This is an optimization exercise on Yosys and OpenROAD, whose aim is small area, not a production implementation. Only simulation tests tie the RTL to the original design; equivalence was not proved. Power figures rest on the tool's default switching activity, not on a simulated workload.

<file path="run.sh">
#!/bin/bash
# synth_recipe.tcl (not shown) runs the flow's synth.tcl, then flattens the netlist and writes it again
# the make line also repeats each setting of config.mk as NAME=value (left out here)
make -C /OpenROAD-flow-scripts/flow DESIGN_CONFIG=/design/flow/config.mk WORK_HOME=/design/flow/orfs CLKGATE_MAP_FILE= SYNTH_SCRIPT=/design/flow/synth_recipe.tcl finish
</file>
<file path="config.mk">
export PLATFORM = sky130hd
export DESIGN_NAME = lc3_core
export DESIGN_NICKNAME = lc3_core
export VERILOG_FILES = /design/flow/design.v
export SDC_FILE = /design/flow/constraint.sdc
export NUM_CORES = 4
export LEC_CHECK = 0
export CAP_MARGIN = 20
export CORE_MARGIN = 2
export CORE_UTILIZATION = 30
export SLEW_MARGIN = 20
</file>
<file path="constraint.sdc">
create_clock -name core_clock -period 10.0 [get_ports {clk}]
set_input_delay 2.0000 -clock core_clock [delete_from_list [all_inputs] [get_ports {clk}]]
set_output_delay 2.0000 -clock core_clock [all_outputs]
set_load 0.01 [all_outputs]
</file>
<file path="design.v">
module lc3_core (
    input  wire        clk,
    input  wire        reset,         
    output wire        mem_req,
    output wire        mem_we,
    output wire [15:0] mem_addr,
    output wire [15:0] mem_wdata,
    input  wire [15:0] mem_rdata,
    input  wire        mem_ready,
    input  wire        kbd_avail,
    input  wire [7:0]  kbd_char,
    output wire        kbd_take,
    output wire        disp_emit,
    output wire [7:0]  disp_char,
    output wire        halted,
    output wire        double_fault
);
    localparam [15:0] RESET_PC  = 16'h3000;
    localparam [15:0] SSP_INIT  = 16'h3000;
    localparam [15:0] USP_INIT  = 16'h0000;
    localparam [15:0] IO_BASE   = 16'hFE00;
    localparam [15:0] KBSR      = 16'hFE00;
    localparam [15:0] KBDR      = 16'hFE02;
    localparam [15:0] DSR       = 16'hFE04;
    localparam [15:0] DDR       = 16'hFE06;
    localparam [15:0] IVT_BASE  = 16'h0100;
    localparam [7:0]  KBD_VEC   = 8'h80;
    localparam [2:0]  KBD_PRIO  = 3'd4;
    localparam [7:0]  HALT_VEC  = 8'h25;
    localparam [7:0]  EXC_PRIV  = 8'h00;
    localparam [7:0]  EXC_ILL   = 8'h01;
    localparam [4:0] S_FETCH  = 5'd0,
                     S_DECODE = 5'd1,
                     S_LD     = 5'd2,    
                     S_LDI1   = 5'd3,    
                     S_STI1   = 5'd4,    
                     S_ST     = 5'd5,    
                     S_RTI1   = 5'd6,    
                     S_RTI2   = 5'd7,    
                     S_ENTRY  = 5'd8,    
                     S_PUSH1  = 5'd9,    
                     S_PUSH2  = 5'd10,   
                     S_VEC    = 5'd11,   
                     S_INTCHK = 5'd12,   
                     S_STOP   = 5'd13;   
    reg [15:0] regs [0:7];
    reg [15:0] pc;
    reg        priv;          
    reg [2:0]  prio;          
    reg [2:0]  nzp;           
    reg [15:0] saved_ssp;
    reg [15:0] saved_usp;
    reg        halted_r;
    reg        df_r;
    reg        kbsr_ie;
    reg [4:0]  state;
    reg [15:0] ir;
    reg [15:0] mar;           
    reg [15:0] entry_psr;     
    reg [15:0] vec_addr;      
    reg        entry_int;     
    wire [3:0]  opcode = ir[15:12];
    wire [2:0]  f_dr   = ir[11:9];
    wire [2:0]  f_sr1  = ir[8:6];
    wire [2:0]  f_sr2  = ir[2:0];
    wire [15:0] imm5   = {{11{ir[4]}}, ir[4:0]};
    wire [15:0] off6   = {{10{ir[5]}}, ir[5:0]};
    wire [15:0] off9   = {{7{ir[8]}},  ir[8:0]};
    wire [15:0] off11  = {{5{ir[10]}}, ir[10:0]};
    wire [7:0]  trapv  = ir[7:0];
    wire [15:0] sr1_val = regs[f_sr1];
    wire [15:0] sr2_val = regs[f_sr2];
    wire [15:0] dr_val  = regs[f_dr];      
    wire [15:0] r6_val  = regs[6];
    wire [15:0] psr_word = {priv, 4'b0000, prio, 5'b00000, nzp};
    reg illegal;
    always @(*) begin
        case (opcode)
            4'b0001, 4'b0101: illegal = (ir[5] == 1'b0) && (ir[4:3] != 2'b00);
            4'b0100:          illegal = (ir[11] == 1'b0) && ((ir[10:9] != 2'b00) || (ir[5:0] != 6'd0));
            4'b1000:          illegal = (ir[11:0] != 12'd0);
            4'b1001:          illegal = (ir[5:0] != 6'b111111);
            4'b1100:          illegal = (ir[11:9] != 3'd0) || (ir[5:0] != 6'd0);
            4'b1101:          illegal = 1'b1;
            4'b1111:          illegal = (ir[11:8] != 4'd0);
            default:          illegal = 1'b0;
        endcase
    end
    reg [15:0] alu_out;
    always @(*) begin
        case (opcode)
            4'b0001: alu_out = sr1_val + (ir[5] ? imm5 : sr2_val);
            4'b0101: alu_out = sr1_val & (ir[5] ? imm5 : sr2_val);
            default: alu_out = ~sr1_val;
        endcase
    end
    reg [15:0] ea;
    always @(*) begin
        case (opcode)
            4'b0110, 4'b0111: ea = sr1_val + off6;    
            default:          ea = pc + off9;         
        endcase
    end
    function [2:0] cc;
        input [15:0] v;
        begin
            cc = v[15] ? 3'b100 : ((v == 16'd0) ? 3'b010 : 3'b001);
        end
    endfunction
    reg        acc_valid;
    reg        acc_we;
    reg [15:0] acc_addr;
    reg [15:0] acc_wdata;
    always @(*) begin
        acc_valid = 1'b0;
        acc_we    = 1'b0;
        acc_addr  = mar;
        acc_wdata = 16'd0;
        case (state)
            S_FETCH: begin acc_valid = 1'b1; acc_addr = pc; end
            S_LD, S_LDI1, S_STI1: begin acc_valid = 1'b1; acc_addr = mar; end
            S_ST:    begin acc_valid = 1'b1; acc_we = 1'b1; acc_addr = mar; acc_wdata = dr_val; end
            S_RTI1, S_RTI2: begin acc_valid = 1'b1; acc_addr = r6_val; end
            S_PUSH1: begin acc_valid = 1'b1; acc_we = 1'b1; acc_addr = r6_val; acc_wdata = entry_psr; end
            S_PUSH2: begin acc_valid = 1'b1; acc_we = 1'b1; acc_addr = r6_val; acc_wdata = pc; end
            S_VEC:   begin acc_valid = 1'b1; acc_addr = vec_addr; end
            default: ;
        endcase
    end
    wire acc_kbsr = (acc_addr == KBSR);
    wire acc_kbdr = (acc_addr == KBDR);
    wire acc_dsr  = (acc_addr == DSR);
    wire acc_ddr  = (acc_addr == DDR);
    wire acc_dev  = acc_kbsr | acc_kbdr | acc_dsr | acc_ddr;
    reg [15:0] dev_rdata;
    always @(*) begin
        if (acc_kbsr)
            dev_rdata = {kbd_avail, kbsr_ie, 14'd0};
        else if (acc_kbdr)
            dev_rdata = kbd_avail ? {8'd0, kbd_char} : 16'd0;
        else if (acc_dsr)
            dev_rdata = 16'h8000;
        else
            dev_rdata = 16'd0;
    end
    wire        acc_done  = acc_valid & (acc_dev | mem_ready);
    wire [15:0] acc_rdata = acc_dev ? dev_rdata : mem_rdata;
    assign mem_req   = acc_valid & ~acc_dev;
    assign mem_we    = acc_we;
    assign mem_addr  = acc_addr;
    assign mem_wdata = acc_wdata;
    assign kbd_take  = acc_valid & acc_kbdr & ~acc_we & kbd_avail;
    assign disp_emit = acc_valid & acc_ddr & acc_we;
    assign disp_char = acc_wdata[7:0];
    assign halted       = halted_r;
    assign double_fault = df_r;
    wire ea_priv_fault   = priv & (ea >= IO_BASE);
    wire rd_priv_fault   = priv & (acc_rdata >= IO_BASE);
    wire int_req = kbd_avail & kbsr_ie & (KBD_PRIO > prio);
    wire [15:0] entry_sp = priv ? saved_ssp : r6_val;
    integer i;
    always @(posedge clk) begin
        if (reset) begin
            for (i = 0; i < 8; i = i + 1)
                regs[i] <= 16'd0;
            pc        <= RESET_PC;
            priv      <= 1'b1;
            prio      <= 3'd0;
            nzp       <= 3'b010;
            saved_ssp <= SSP_INIT;
            saved_usp <= USP_INIT;
            halted_r  <= 1'b0;
            df_r      <= 1'b0;
            kbsr_ie   <= 1'b0;
            state     <= S_FETCH;
            ir        <= 16'd0;
            mar       <= 16'd0;
            entry_psr <= 16'd0;
            vec_addr  <= 16'd0;
            entry_int <= 1'b0;
        end else begin
            if (acc_done && acc_we && acc_kbsr)
                kbsr_ie <= acc_wdata[14];
            case (state)
                S_FETCH: begin
                    if (acc_done) begin
                        ir    <= acc_rdata;
                        pc    <= pc + 16'd1;
                        state <= S_DECODE;
                    end
                end
                S_DECODE: begin
                    entry_int <= 1'b0;
                    if (illegal) begin
                        vec_addr <= {8'd0, EXC_ILL};
                        state    <= S_ENTRY;
                    end else begin
                        case (opcode)
                            4'b0001, 4'b0101, 4'b1001: begin    
                                regs[f_dr] <= alu_out;
                                nzp        <= cc(alu_out);
                                state      <= S_INTCHK;
                            end
                            4'b1110: begin                      
                                regs[f_dr] <= ea;
                                nzp        <= cc(ea);
                                state      <= S_INTCHK;
                            end
                            4'b0000: begin                      
                                if ((ir[11] & nzp[2]) | (ir[10] & nzp[1]) | (ir[9] & nzp[0]))
                                    pc <= pc + off9;
                                state <= S_INTCHK;
                            end
                            4'b1100: begin                      
                                pc    <= sr1_val;
                                state <= S_INTCHK;
                            end
                            4'b0100: begin                      
                                regs[7] <= pc;
                                pc      <= ir[11] ? (pc + off11) : sr1_val;
                                state   <= S_INTCHK;
                            end
                            4'b0010, 4'b0110, 4'b1010,           
                            4'b0011, 4'b0111, 4'b1011: begin     
                                mar <= ea;
                                if (ea_priv_fault) begin
                                    vec_addr <= {8'd0, EXC_PRIV};
                                    state    <= S_ENTRY;
                                end else begin
                                    case (opcode)
                                        4'b1010: state <= S_LDI1;
                                        4'b1011: state <= S_STI1;
                                        4'b0011, 4'b0111: state <= S_ST;
                                        default: state <= S_LD;
                                    endcase
                                end
                            end
                            4'b1000: begin                      
                                if (priv) begin
                                    vec_addr <= {8'd0, EXC_PRIV};
                                    state    <= S_ENTRY;
                                end else begin
                                    state <= S_RTI1;
                                end
                            end
                            default: begin                      
                                if (trapv == HALT_VEC) begin
                                    halted_r <= 1'b1;
                                    state    <= S_STOP;
                                end else begin
                                    vec_addr <= {8'd0, trapv};
                                    state    <= S_ENTRY;
                                end
                            end
                        endcase
                    end
                end
                S_LD: begin
                    if (acc_done) begin
                        regs[f_dr] <= acc_rdata;
                        nzp        <= cc(acc_rdata);
                        state      <= S_INTCHK;
                    end
                end
                S_LDI1, S_STI1: begin
                    if (acc_done) begin
                        mar <= acc_rdata;
                        if (rd_priv_fault) begin
                            vec_addr <= {8'd0, EXC_PRIV};
                            state    <= S_ENTRY;
                        end else begin
                            state <= (state == S_LDI1) ? S_LD : S_ST;
                        end
                    end
                end
                S_ST: begin
                    if (acc_done)
                        state <= S_INTCHK;
                end
                S_RTI1: begin
                    if (acc_done) begin
                        pc      <= acc_rdata;
                        regs[6] <= r6_val + 16'd1;
                        state   <= S_RTI2;
                    end
                end
                S_RTI2: begin
                    if (acc_done) begin
                        priv <= acc_rdata[15];
                        prio <= acc_rdata[10:8];
                        nzp  <= acc_rdata[2:0];
                        if (acc_rdata[15]) begin
                            saved_ssp <= r6_val + 16'd1;
                            regs[6]   <= saved_usp;
                        end else begin
                            regs[6] <= r6_val + 16'd1;
                        end
                        state <= S_INTCHK;
                    end
                end
                S_ENTRY: begin
                    if (entry_sp < 16'd2) begin
                        df_r  <= 1'b1;
                        state <= S_STOP;
                    end else begin
                        entry_psr <= psr_word;
                        if (priv)
                            saved_usp <= r6_val;
                        regs[6] <= entry_sp - 16'd1;
                        priv    <= 1'b0;
                        state   <= S_PUSH1;
                    end
                end
                S_PUSH1: begin
                    if (acc_done) begin
                        regs[6] <= r6_val - 16'd1;
                        state   <= S_PUSH2;
                    end
                end
                S_PUSH2: begin
                    if (acc_done) begin
                        if (entry_int)
                            prio <= KBD_PRIO;
                        state <= S_VEC;
                    end
                end
                S_VEC: begin
                    if (acc_done) begin
                        pc <= acc_rdata;
                        state <= entry_int ? S_FETCH : S_INTCHK;
                    end
                end
                S_INTCHK: begin
                    if (int_req) begin
                        entry_int <= 1'b1;
                        vec_addr  <= IVT_BASE + {8'd0, KBD_VEC};
                        state     <= S_ENTRY;
                    end else begin
                        state <= S_FETCH;
                    end
                end
                S_STOP: ;
                default: state <= S_FETCH;
            endcase
        end
    end
endmodule
</file>
==> run notes <==
worst paths after layout:
kind | slack [ns] | to | from
min | 0.46 | saved_usp[6]$_SDFFE_PP0P_ | saved_usp[6]$_SDFFE_PP0P_
min reg2reg | 0.46 | saved_usp[6]$_SDFFE_PP0P_ | saved_usp[6]$_SDFFE_PP0P_
max | 3.22 | regs[0][9]$_SDFFCE_PN0P_ | state[3]$_SDFFE_PP0P_
max reg2reg | 3.22 | regs[0][9]$_SDFFCE_PN0P_ | state[3]$_SDFFE_PP0P_
tightest hold or removal path, delay by kind of cell, from the launching register on:
| kind | cells | cell delay, ns |
|---|---|---|
| simple gates | 1 | 0.05 |
| flops | 1 | 0.31 |
| compound gates | 1 | 0.05 |
routing by layer:
layer	track usage (%)	wire length (µm)
met1	32.7	34500
met2	37.7	38100
met3	4.27	9410
met4	11.6	4550
met5	0	25
flip-flops by register name, indices dropped and copies added (netlist names), named ones only:
| name | cells |
|---|---|
| df_r | 1 |
| entry_int | 1 |
| entry_psr | 7 |
| halted_r | 1 |
| ir | 16 |
| kbsr_ie | 1 |
| mar | 16 |
| nzp | 3 |
| pc | 16 |
| prio | 3 |
| priv | 1 |
| regs | 128 |
| saved_ssp | 16 |
| saved_usp | 16 |
| state | 4 |
| vec_addr | 9 |
through the flow:
| stage | std cells | hold slack [ns] | setup slack [ns] |
|---|---|---|---|
| 6_report | 3180 | 0.457 | 3.22 |
| 5_1_grt | 3180 | 0.467 | 2.82 |
| 4_1_cts | 3180 | 0.455 | 3.34 |
| 3_5_place_dp | 3127 | 0.444 | 3.36 |
| 3_3_place_gp | 3127 | 0.439 | 3.50 |
| 2_1_floorplan | 2303 | 0.420 | 5.14 |
synth_stat cells (41+ instances only):
master / count / area, µm²
xnor2_1: 50 / 438
ha_1: 56 / 701
a211oi_1: 41 / 308
nand2_1: 292 / 1100
o21ai_0: 136 / 681
nor2_1: 280 / 1050
clkbuf_1: 118 / 443
mux2i_1: 74 / 741
mux4_2: 96 / 2160
edfxtp_1: 128 / 3840
a21oi_1: 141 / 706
dfxtp_1: 120 / 2400
nor3_1: 54 / 270
inv_1: 44 / 165
nand3_1: 58 / 290
logic make-up (layout without fill, tap and decap cells):
group	after synthesis	after routing	synth area share [%]
AND/OR/NAND/NOR	895	895	21.1
AO/OA/AOI/OAI	603	603	19.8
flip-flops	248	248	31.2
buffers and inverters	227	240	4.83
multiplexers	185	185	15.4
XOR/XNOR	86	86	3.86
adder cells (fa/ha/maj)	59	59	3.80
area by class of cell:
| class | count | area (µm²) | area share [%] |
|---|---|---|---|
| clock buffer | 36 | 752 | 3.33 |
| inverter | 46 | 173 | 0.764 |
| timing repair buffer | 141 | 1240 | 5.48 |
| tap | 864 | 1080 | 4.78 |
| multi-input combinational | 1828 | 12900 | 56.9 |
| clock inverter | 17 | 253 | 1.12 |
| sequential | 248 | 6250 | 27.7 |
report_power, final:
group / internal (W) / switching [W]
clock: 0.000690 / 0.000477
sequential: 0.00122 / 0.000236
combinational: 0.00144 / 0.00267
==> reports/results.txt <==
status = finished clean
leakage = 8.11 nW
pwr dens = 298 nW/µm²
post-layout power = 0.00674 W
WL per Instance = 27.2 µm
Final Cycle Share = 67.8%
ys flop type = edfxtp_1
Starting Density = 30.4%
TritonCTS clock tree = done
final core occ = 34.2%
DR DRC count = 0
HPWL Detailed = 63300 µm
Setup TNS Final = 0 ns
Core Region = 66000 µm²
synthesized instance count = 2303
Clk Latency, worst-skew pair = 0.60 ns
die area = 68800 µm²
root buffer cell = clkbuf_16
most common cell after layout, fill and taps aside = nand2_1
slew margin rel. = 21.3%
First DRT Iteration DRCs = 3125
diode count = 0
clock skew = 0.0157 ns
Vert. Die Dim = 262 µm
design area = 22600 µm²
Clock Path Buffers = 3
unique cell type count in the Yosys netlist = 105
H-tree depth = 1
worst endpoint data arrival time = 6.99 ns
GRT Total Usage = 24.3%
post-CTS setup buffers = 0
via count = 19847
CP Launch Type = register
setup repair after global routing missed its margin = no
drt via density = 6.24
Final Hold Vio Count = 0
routability cong. = 1.01
first-pass GRT wire length = 127000 µm
nets = 2381
vias in the first global route = 18747
sequential fraction of the synthesis area = 31.2%
Yosys warning count = 1
Area Overhead vs Synth = 12.8%
Reg2Reg Depth = 12
fmax = 0.148 GHz
IO Count = 74
post-CTS sizing = 0
Post-CTS Hold Buffers = 0
post-synthesis cell area = 20000 µm²
Placed Area = 21600 µm²
slowest cell delay on critical path = 1.05 ns
# clock sinks = 248
VDD IR max = 0.000159 V
Avg Cell Area, Syn = 8.70 µm²
asr flop ratio synth = 0%
ANT nets after route = 0
WP buf/inv = 2
synthesized flop and latch total = 248
Worst-path clk slew = 0.06 ns
CP top delay family = simple AND/OR/NAND/NOR gates
Final min period = 6.78 ns
CTS buffer count = 29
worst-path fanout max = 43
CP Capture Type = register
final setup vio count = 0
Worst Hold Path Cells = 2
WP depth = 12
drt first pass iters = 7
Detailed Route WL = 86500 µm
Rows = 94
Worst Path Required = 10.21 ns
share of layout cells above drive strength 1 = 12.0%
Hold Crit Class = register to register
initial antenna violation count = 2
EDFF count, synth = 128
grt total ovfl = 0
largest net degree at the start of global routing = 54
Final Max Tran Viols = 0
# fillers = 6748
Max stage delay cell, worst path = nand2_1
max-cap viol count = 0
Die Width = 262 µm
crit path cell chain = buf_4 -> nor2b_1 -> a211oi_2 -> a221oi_4 -> nand2_1 -> nor4b_4 -> a21oi_2 -> nor3_4 -> buf_4 -> or2_1 -> nand2_1 -> nand2_1
IO Port Bufs = 73
Worst-Margin Slew = 1.17 ns
Setup CP Type = register to register
Syn Nets = 2390
most frequent cells in the layout = nand2_1, nor2_1, a21oi_1
most used cell along the critical path = nand2_1

-- afterwards: timing with drivers on the ports --
How much do the figures lean on ideal ports? The routed layout below was timed once more, with nothing changed but the port constraints.
Step 1 (the two cells are an assumption about what drives the block):
set clk [get_ports {clk}]
set_driving_cell -lib_cell sky130_fd_sc_hd__clkbuf_16 $clk
set_driving_cell -lib_cell sky130_fd_sc_hd__buf_2 [delete_from_list [all_inputs] $clk]
Step 2 moves the port delays by t, midway between the first and last clock arrival at a register: inputs arrive t later, outputs are due t later. That takes back most of the time a late clock gives input paths.
Slacks: ideal / step 1 / step 2; pairs: ideal / step 1.
t, ns: 0.658
setup slack, ns: 3.221 / 3.221 / 3.221
worst hold slack (ns): 0.457 / 0.457 / 0.457
clock arrival spread, ns: 0.016 / 0.016
pins driven straight from the clock port: 1
After both steps this run still meets setup and hold. For this run, drivers alone change the setup slack by 0.000 ns; drivers and shift together by 0.000 ns.
